This is an optimization exercise on Yosys and OpenROAD, whose aim is small area, a short achievable clock period and few clock cycles, not a production implementation.
At most, simulation tests tie the RTL to the original design; equivalence was not proved.
Power is estimated from default activity; no workload was simulated.

main:
==> flow/design.v (excerpt) <==
module bc_rx_engine (
    input  wire       clk,
    input  wire       rst,         
    input  wire       in_valid,
    output wire       in_ready,
    input  wire       in_kind,     
    input  wire [2:0] in_op,
    input  wire [7:0] in_data,
    output wire       out_valid,
    output wire [7:0] out_data,
    output wire       out_last,
    input  wire       out_ready
);
For scale: ~2400 cells after synthesis, ~41000 um^2 of cells after synthesis.
Settings: LEC_CHECK=0, CAP_MARGIN=20, CORE_MARGIN=2, CORE_UTILIZATION=70, CTS_BUF_LIST=sky130_fd_sc_hd__clkbuf_16, CTS_CLUSTER_DIAMETER=100, CTS_CLUSTER_SIZE=24, SLEW_MARGIN=20; clock period 12.0 ns.
standard.sh (not shown) runs the stock make flow with config.mk's settings and CLKGATE_MAP_FILE= SYNTH_SCRIPT=/design/flow/synth_recipe.tcl, a recipe that flattens the netlist after the stock synthesis.
==> flow/flow/run.sh <==
#!/bin/bash
set -euo pipefail
bash standard.sh \
  "BUFFER_PORTS_ARGS=-buffer_cell sky130_fd_sc_hd__buf_2" \
  "SETUP_SLACK_MARGIN=${FLOW_SETUP_MARGIN:-9.0}" \
  finish > standard_finish.log 2>&1
Input changes introduced in the feature branch (baseline for comparison: main):
-- flow/design.v --
<<< main, line 293
    reg [7:0] o_d;
    reg       o_l;
    assign out_valid = o_v;
    assign out_data  = o_d;
>>> the feature branch, line 293
    reg [7:0] o_d;
    reg       o_l;
    reg [7:0] h_d;
    reg       h_l;
    assign out_valid = o_v;
    assign out_data  = o_d;
<<< main, line 321
    end
    always @(posedge clk) begin
        if (emit) begin
            o_d <= e_data;
            o_l <= e_last;
        end
    end
>>> the feature branch, line 323
    end
    always @(posedge clk) begin
        o_d <= emit ? e_data : h_d;
        o_l <= emit ? e_last : h_l;
    end
    always @(posedge clk) begin
        if (rst) begin
            h_d <= 8'h00;
            h_l <= 1'b0;
        end else if (emit) begin
            h_d <= e_data;
            h_l <= e_last;
        end
    end
### Flow results
Compared the feature branch against main; clock skew within noise.
The feature branch: all stages complete, timing, DRC and antenna checks passed
Going from main to the feature branch, part of the power in the clock network climbed 0.2 points, count of flip-flops with a built-in enable after synthesis dropped about 1%, distinct cell type count after synthesis climbed 8, worst hold slack barely changed.
Compared to main, the feature branch shows a wider setup margin.
From main to the feature branch the numbers moved as follows: final design instance area without fill moved up, synthesized cell count moved up.
The feature branch contains more vias than main.
Met2 routed wirelength (higher): the feature branch
Compared with main, the feature branch shows a lower sequential fraction of total cell area.
The feature branch gives more buffers inserted during post-CTS setup optimization than main did.
Against main, the feature branch comes in 230 um higher on total met3 wirelength after detailed routing.
No run of this note included a check of the RTL's function; only the layout flow was run.

RTL: one of the versions met above, not the one the previous note started from.
Size: about 2500 cells after synthesis, about 1000 flip-flops, ~41000 sq um of cells after synthesis.
Settings: LEC_CHECK=0, CAP_MARGIN=20, CORE_MARGIN=2, CORE_UTILIZATION=70, CTS_BUF_LIST=sky130_fd_sc_hd__clkbuf_16, CTS_CLUSTER_DIAMETER=100, CTS_CLUSTER_SIZE=24, SLEW_MARGIN=20; clock period 12.0 ns.
==> flow/flow/run.sh <==
#!/bin/bash
set -euo pipefail
bash standard.sh \
  "BUFFER_PORTS_ARGS=-buffer_cell sky130_fd_sc_hd__buf_2" \
  "SETUP_SLACK_MARGIN=${FLOW_SETUP_MARGIN:-8.5}" \
  finish > standard_finish.log 2>&1
Change:
--- a/flow/design.v
+++ b/flow/design.v
@@ -8,18 +8,18 @@
     input  wire [7:0] in_data,
     output wire       out_valid,
     output wire [7:0] out_data,
     output wire       out_last,
     input  wire       out_ready
 );
     localparam integer CAP = 97;
     localparam integer IW  = 7;             
-    localparam integer QD  = 2;             
-    localparam integer QW  = 1;             
+    localparam integer QD  = 4;             
+    localparam integer QW  = 2;             
     localparam [7:0] MARKER = 8'h7A;
     localparam [7:0] ESCAPE = 8'h7B;
     localparam [2:0] OP_QFLAGS  = 3'd0;
     localparam [2:0] OP_POPD    = 3'd1;
     localparam [2:0] OP_POPDT   = 3'd2;
     localparam [2:0] OP_POPF    = 3'd3;
     localparam [2:0] OP_CLRD    = 3'd4;
     localparam [2:0] OP_CLRF    = 3'd5;
@@ -59,41 +59,43 @@
     reg [7:0]    ring [0:CAP-1];
     reg          w_v;
     reg [IW-1:0] w_slot;        
     reg [7:0]    w_data;        
     always @(posedge clk) begin
         if (w_v)
             ring[w_slot] <= w_data;
     end
-    reg       a_v, b_v;
+    reg       a_v;
+    reg       b_free;           
+    wire      b_v = !b_free;
     reg       a_kind, b_kind;
     reg [2:0] a_op, b_op;
     reg [7:0] a_d, b_d;
     reg       a_mk;             
     reg       a_esc;            
     reg       a_st;             
     reg       a_out;            
     reg          tx_mode;
     reg          haz;           
     wire         q_full;
     wire a_block = (a_st && !tx_mode && haz) || (a_out && q_full);
     wire go      = a_v && !a_block;
     wire a_free  = !a_v || go;
-    assign in_ready = !b_v;
-    wire acc = in_valid && !b_v;
+    assign in_ready = b_free;
+    wire acc = in_valid && b_free;
     always @(posedge clk) begin
         if (rst) begin
-            a_v <= 1'b0;
-            b_v <= 1'b0;
+            a_v    <= 1'b0;
+            b_free <= 1'b1;
         end else if (a_free) begin
-            a_v <= b_v || acc;
-            b_v <= 1'b0;
+            a_v    <= b_v || acc;
+            b_free <= 1'b1;
         end else if (acc) begin
-            b_v <= 1'b1;
+            b_free <= 1'b0;
         end
     end
     wire       f_kind = b_v ? b_kind : in_kind;
     wire [2:0] f_op   = b_v ? b_op   : in_op;
     wire [7:0] f_d    = b_v ? b_d    : in_data;
     always @(posedge clk) begin
         if (!b_v) begin
             b_kind <= in_kind;
Outcome: The new run finished with timing, DRC and antenna clean; cell area is higher by 5.6%; power is higher by 8.7%; maximum frequency is lower by 0.34%; sequential cell count is higher by 54; worst setup slack degrades by 12 ps; synthesized cell count is higher by 5.2%; non-clock buffer count is higher by 4; synthesized area is higher by 5.4%.
Function was not checked in any run of this note: the RTL went through the layout flow alone.

Setup of run 1:
Another version of the RTL of bc_rx_engine (not shown whole).
Size: roughly 3200 cells after synthesis, ~1000 flip-flops.
Settings: LEC_CHECK=0, CAP_MARGIN=20, CORE_MARGIN=2, CORE_UTILIZATION=40, SLEW_MARGIN=20; clock period 12.0 ns.
run.sh (not shown) runs the stock make flow with config.mk's settings and CLKGATE_MAP_FILE= SYNTH_SCRIPT=/design/flow/synth_recipe.tcl, a recipe that flattens the netlist after the stock synthesis.
Stock flow here: none of the scripts above is used.
Run 1 did not stop at any stage, and its layout met the timing, design-rule and antenna checks.
Testbench counts of run 1, summed over its fixed seeds: cycles 12,035.
For run 2, these inputs were changed with respect to run 1:
diff --git a/flow/design.v b/flow/design.v
--- a/flow/design.v
+++ b/flow/design.v
@@ -57,64 +57,50 @@
         end
     endfunction
     reg [7:0]    ring [0:CAP-1];
     reg          w_v;
     reg [IW-1:0] w_slot;        
     reg [7:0]    w_data;        
     always @(posedge clk) begin
         if (w_v)
             ring[w_slot] <= w_data;
     end
-    reg       a_v, b_v;
-    reg       a_kind, b_kind;
-    reg [2:0] a_op, b_op;
-    reg [7:0] a_d, b_d;
+    reg       a_v;
+    reg       a_kind;
+    reg [2:0] a_op;
+    reg [7:0] a_d;
     reg       a_mk;             
     reg       a_esc;            
     reg       a_st;             
     reg       a_out;            
     reg          tx_mode;
     reg          haz;           
     wire         q_full;
-    wire a_block = (a_st && !tx_mode && haz) || (a_out && q_full);
+    wire a_block = (a_st && haz) || (a_out && q_full);
     wire go      = a_v && !a_block;
-    wire a_free  = !a_v || go;
-    assign in_ready = !b_v;
-    wire acc = in_valid && !b_v;
+    assign in_ready = !a_v || !a_block;
+    wire acc = in_valid && in_ready;
     always @(posedge clk) begin
-        if (rst) begin
+        if (rst)
             a_v <= 1'b0;
-            b_v <= 1'b0;
-        end else if (a_free) begin
-            a_v <= b_v || acc;
-            b_v <= 1'b0;
-        end else if (acc) begin
-            b_v <= 1'b1;
-        end
+        else
+            a_v <= acc || (a_v && !go);
     end
-    wire       f_kind = b_v ? b_kind : in_kind;
-    wire [2:0] f_op   = b_v ? b_op   : in_op;
-    wire [7:0] f_d    = b_v ? b_d    : in_data;
     always @(posedge clk) begin
-        if (!b_v) begin
-            b_kind <= in_kind;
-            b_op   <= in_op;
-            b_d    <= in_data;
-        end
-        if (a_free) begin
-            a_kind <= f_kind;
-            a_op   <= f_op;
-            a_d    <= f_d;
-            a_mk   <= !f_kind && (f_d == MARKER);
-            a_esc  <= !f_kind && (f_d == ESCAPE);
-            a_st   <= !f_kind && (f_d != MARKER) && (f_d != ESCAPE);
-            a_out  <= f_kind && !f_op[2];
+        if (acc) begin
+            a_kind <= in_kind;
+            a_op   <= in_op;
+            a_d    <= in_data;
+            a_mk   <= !in_kind && (in_data == MARKER);
+            a_esc  <= !in_kind && (in_data == ESCAPE);
+            a_st   <= !in_kind && (in_data != MARKER) && (in_data != ESCAPE);
+            a_out  <= in_kind && !in_op[2];
         end
     end
     reg [IW-1:0] wrn;           
     reg [IW-1:0] start;
     reg [IW-1:0] cnt;           
     reg          lr_mk;         
     reg          lr_esc;        
     reg [IW-1:0] prev_start;
     reg [IW-1:0] prev_end;
     reg [IW-1:0] prev_n;        
--- outcome ---
Of run 1 and run 2, the run reporting the lower total number of vias was run 2. Hold slack essentially unchanged between run 1 and run 2. Summary of run 2 over run 1: critical path depth grew by 1, total length of routed met3 wires grew by 15%, relative contribution of the clock network to total power grew by 1.3 points, number of global-route vias before repair held steady, worst setup margin shrank by 710 ps.
Testbench counts of run 2, summed over its fixed seeds: cycles 12,035.

Setup of v22:
bc_rx_engine, a different RTL version from the one above (not shown whole).
For scale: ~2400 cells after synthesis, ~990 flip-flops, ~0.041 mm² of cells after synthesis.
make LEC_CHECK=0 CAP_MARGIN=20 CORE_MARGIN=2 CORE_UTILIZATION=40 SLEW_MARGIN=20 finish   # period 12.0 ns
Testbench counts of v22, summed over its fixed seeds: cycles 12,035.
Relative to v22, the following input files were edited for v34:
--- a/flow/design.v
+++ b/flow/design.v
@@ -283,22 +283,22 @@
     reg [7:0]    e_byte;
     reg [IW-1:0] e_ptr;         
     reg [IW-1:0] e_cnt;         
     reg [1:0]    e_ph;
     reg          e_lc;          
     reg          e_blk;
     assign q_full = q_val[q_wp];
-    reg       o_v;
-    reg [7:0] o_d;
-    reg       o_l;
+    reg       o_v, s_v;
+    reg [7:0] o_d, s_d;
+    reg       o_l, s_l;
     assign out_valid = o_v;
     assign out_data  = o_d;
     assign out_last  = o_l;
     wire pop  = o_v && out_ready;
-    wire emit = e_v && (!o_v || out_ready);
+    wire emit = e_v && !s_v;
     wire [7:0] rd_byte = ring[e_ptr];
     reg  [7:0] e_data;
     reg        e_last;
     reg        e_read;
     always @(*) begin
         e_read = 1'b0;
         case (e_ph)
@@ -320,25 +320,39 @@
                 e_last = (e_cnt == 1);
                 e_read = 1'b1;
             end
         endcase
     end
     wire e_rng = e_v && (e_kind != K_ONE) && ((e_ph == E_HDR) || (e_ph == E_LEN) || (e_cnt != 0));
     always @(posedge clk) begin
-        if (rst)
-            o_v <= 1'b0;
-        else if (emit)
-            o_v <= 1'b1;
-        else if (pop)
+        if (rst) begin
             o_v <= 1'b0;
+            s_v <= 1'b0;
+        end else if (emit) begin
+            if (!o_v || pop)
+                o_v <= 1'b1;
+            else
+                s_v <= 1'b1;
+        end else if (pop) begin
+            o_v <= s_v;
+            s_v <= 1'b0;
+        end
     end
     always @(posedge clk) begin
         if (emit) begin
-            o_d <= e_data;
-            o_l <= e_last;
+            if (!o_v || pop) begin
+                o_d <= e_data;
+                o_l <= e_last;
+            end else begin
+                s_d <= e_data;
+                s_l <= e_last;
+            end
+        end else if (pop) begin
+            o_d <= s_d;
+            o_l <= s_l;
         end
     end
     wire push   = opstep && a_out;
     wire e_done = emit && e_last;
     wire e_load = !e_v || e_done;
     wire q_take = e_load && q_val[q_rp];
     reg [QD-1:0] q_blk_nx;
## What came out
v34: flow completed, timing, DRC and antenna clean
Against v22 as the reference, v34 delivers a lower count of unique library cells instantiated by Yosys.
Any difference in proportion of synthesized chip area in sequential cells between v22 and v34 is small enough to ignore.
Cell area | v34 vs v22 | v34 larger
Going from v22 to v34, placeable core region increased 1.3%, global routing met1 resource utilization went up by 0.80 points, combinational cell power went down by about 10%, net load switching power saw an increase.
Testbench counts of v34, summed over its fixed seeds: cycles 12,035.

Another version of the RTL of bc_rx_engine (not shown whole).
Size in the first run: ~2,500 cells after synthesis, ~1,000 flip-flops, roughly 27 I/O pins, ~42,000 um2 of cells after synthesis.
## bc_rx_engine
module bc_rx_engine (
    input  wire       clk,
    input  wire       rst,         
    input  wire       in_valid,
    output wire       in_ready,
    input  wire       in_kind,     
    input  wire [2:0] in_op,
    input  wire [7:0] in_data,
    output wire       out_valid,
    output wire [7:0] out_data,
    output wire       out_last,
    input  wire       out_ready
);
==> flow/config.mk <==
export PLATFORM = sky130hd
export DESIGN_NAME = bc_rx_engine
export DESIGN_NICKNAME = bc_rx_engine
export VERILOG_FILES = /design/flow/design.v
export SDC_FILE = /design/flow/constraint.sdc
export NUM_CORES = 4
export LEC_CHECK = 0
export CAP_MARGIN = 20
export CORE_MARGIN = 2
export CORE_UTILIZATION = 70
export CTS_BUF_LIST = sky130_fd_sc_hd__clkbuf_16
export CTS_CLUSTER_DIAMETER = 100
export CTS_CLUSTER_SIZE = 24
export SLEW_MARGIN = 20
==> flow/constraint.sdc <==
create_clock -name core_clock -period 12.0 [get_ports {clk}]
set_input_delay 2.4000 -clock core_clock [delete_from_list [all_inputs] [get_ports {clk}]]
set_output_delay 2.4000 -clock core_clock [all_outputs]
set_load 0.01 [all_outputs]
standard.sh (not shown) runs the stock make flow with config.mk's settings and CLKGATE_MAP_FILE= SYNTH_SCRIPT=/design/flow/synth_recipe.tcl, a recipe that flattens the netlist after the stock synthesis.
Scripts as last shown in full above: flow/flow/run.sh
Testbench counts at the start, summed over its fixed seeds: cycles 11,545.
Edit:
--- a/flow/design.v
+++ b/flow/design.v
@@ -9,16 +9,16 @@
     output wire       out_valid,
     output wire [7:0] out_data,
     output wire       out_last,
     input  wire       out_ready
 );
     localparam integer CAP = 97;
     localparam integer IW  = 7;             
-    localparam integer QD  = 3;             
-    localparam integer QW  = 2;             
+    localparam integer QD  = 2;             
+    localparam integer QW  = 1;             
     localparam [7:0] MARKER = 8'h7A;
     localparam [7:0] ESCAPE = 8'h7B;
     localparam [2:0] OP_QFLAGS  = 3'd0;
     localparam [2:0] OP_POPD    = 3'd1;
     localparam [2:0] OP_POPDT   = 3'd2;
     localparam [2:0] OP_POPF    = 3'd3;
     localparam [2:0] OP_CLRD    = 3'd4;
The changed run passed the timing, design-rule and antenna checks.
Final cell count decreases by 2.5%.
Sequential power decreases by about 3%.
Global-route usage stays flat.
Combinational power decreases by 47%.
Final area decreases by 2.9%.
Total power decreases by 5.7%.
Clock-buffer cell count decreases by 2.
Maximum frequency decreases by 0.68%.
Clock skew barely changes.
Wire length decreases by 3.2%.
Synthesized cell count decreases by 2.2%.
First-iteration DRC count increases by 4.6%.
Die area decreases by 2.0%.
Testbench counts after the change, summed over its fixed seeds: cycles 12,035.

## what the ideal ports hide
The flow's constraints put no driver on any port. The routed layouts listed below were extracted and timed again, unchanged, in two steps.
Step 1 sets driving cells, clkbuf_16 on the clock port and buf_2 on the other inputs (assumed; they add their load-dependent delay and slew).
Step 2 also shifts input and output timing later by t, the mid clock arrival at the registers, as if the neighbouring blocks saw the same clock.
a / b / c = ideal ports / drivers / drivers and shift; a / b = the first two.
run | t (ns) | setup slack, ns | hold WS [ns] | worst setup path after step 2 | clock arrival spread, ns
main | 0.685 | 8.277 / 8.212 / 8.411 | 0.466 / 0.466 / 0.466 | input to register | 0.029 / 0.030
the feature branch | 0.680 | 8.453 / 8.393 / 7.958 | 0.468 / 0.468 / 0.468 | input to register | 0.028 / 0.028
the first run of note 2 | 0.698 | 8.443 / 8.376 / 7.965 | 0.464 / 0.464 / 0.464 | input to register | 0.031 / 0.030
the second run of note 2 | 0.693 | 8.431 / 8.395 / 7.922 | 0.467 / 0.467 / 0.467 | input to register | 0.040 / 0.040
run 1 | 0.742 | 7.229 / 7.229 / 7.229 | 0.454 / 0.454 / 0.454 | register to register | 0.075 / 0.075
run 2 | 0.766 | 6.522 / 6.522 / 6.522 | 0.453 / 0.453 / 0.453 | register to register | 0.040 / 0.040
v22 | 0.733 | 7.513 / 7.513 / 7.407 | 0.452 / 0.452 / 0.452 | input to register | 0.038 / 0.038
v34 | 0.742 | 7.659 / 7.597 / 7.659 | 0.453 / 0.453 / 0.453 | register to register | 0.042 / 0.041
the first run of note 5 | 0.679 | 8.462 / 8.399 / 7.925 | 0.468 / 0.468 / 0.468 | input to register | 0.029 / 0.030
the second run of note 5 | 0.674 | 8.438 / 8.377 / 7.938 | 0.463 / 0.463 / 0.463 | input to register | 0.029 / 0.030
After both steps every run listed still meets setup and hold. For the first run of note 5, which loses most, drivers alone change the setup slack by -0.063 ns; drivers and shift together by -0.537 ns.
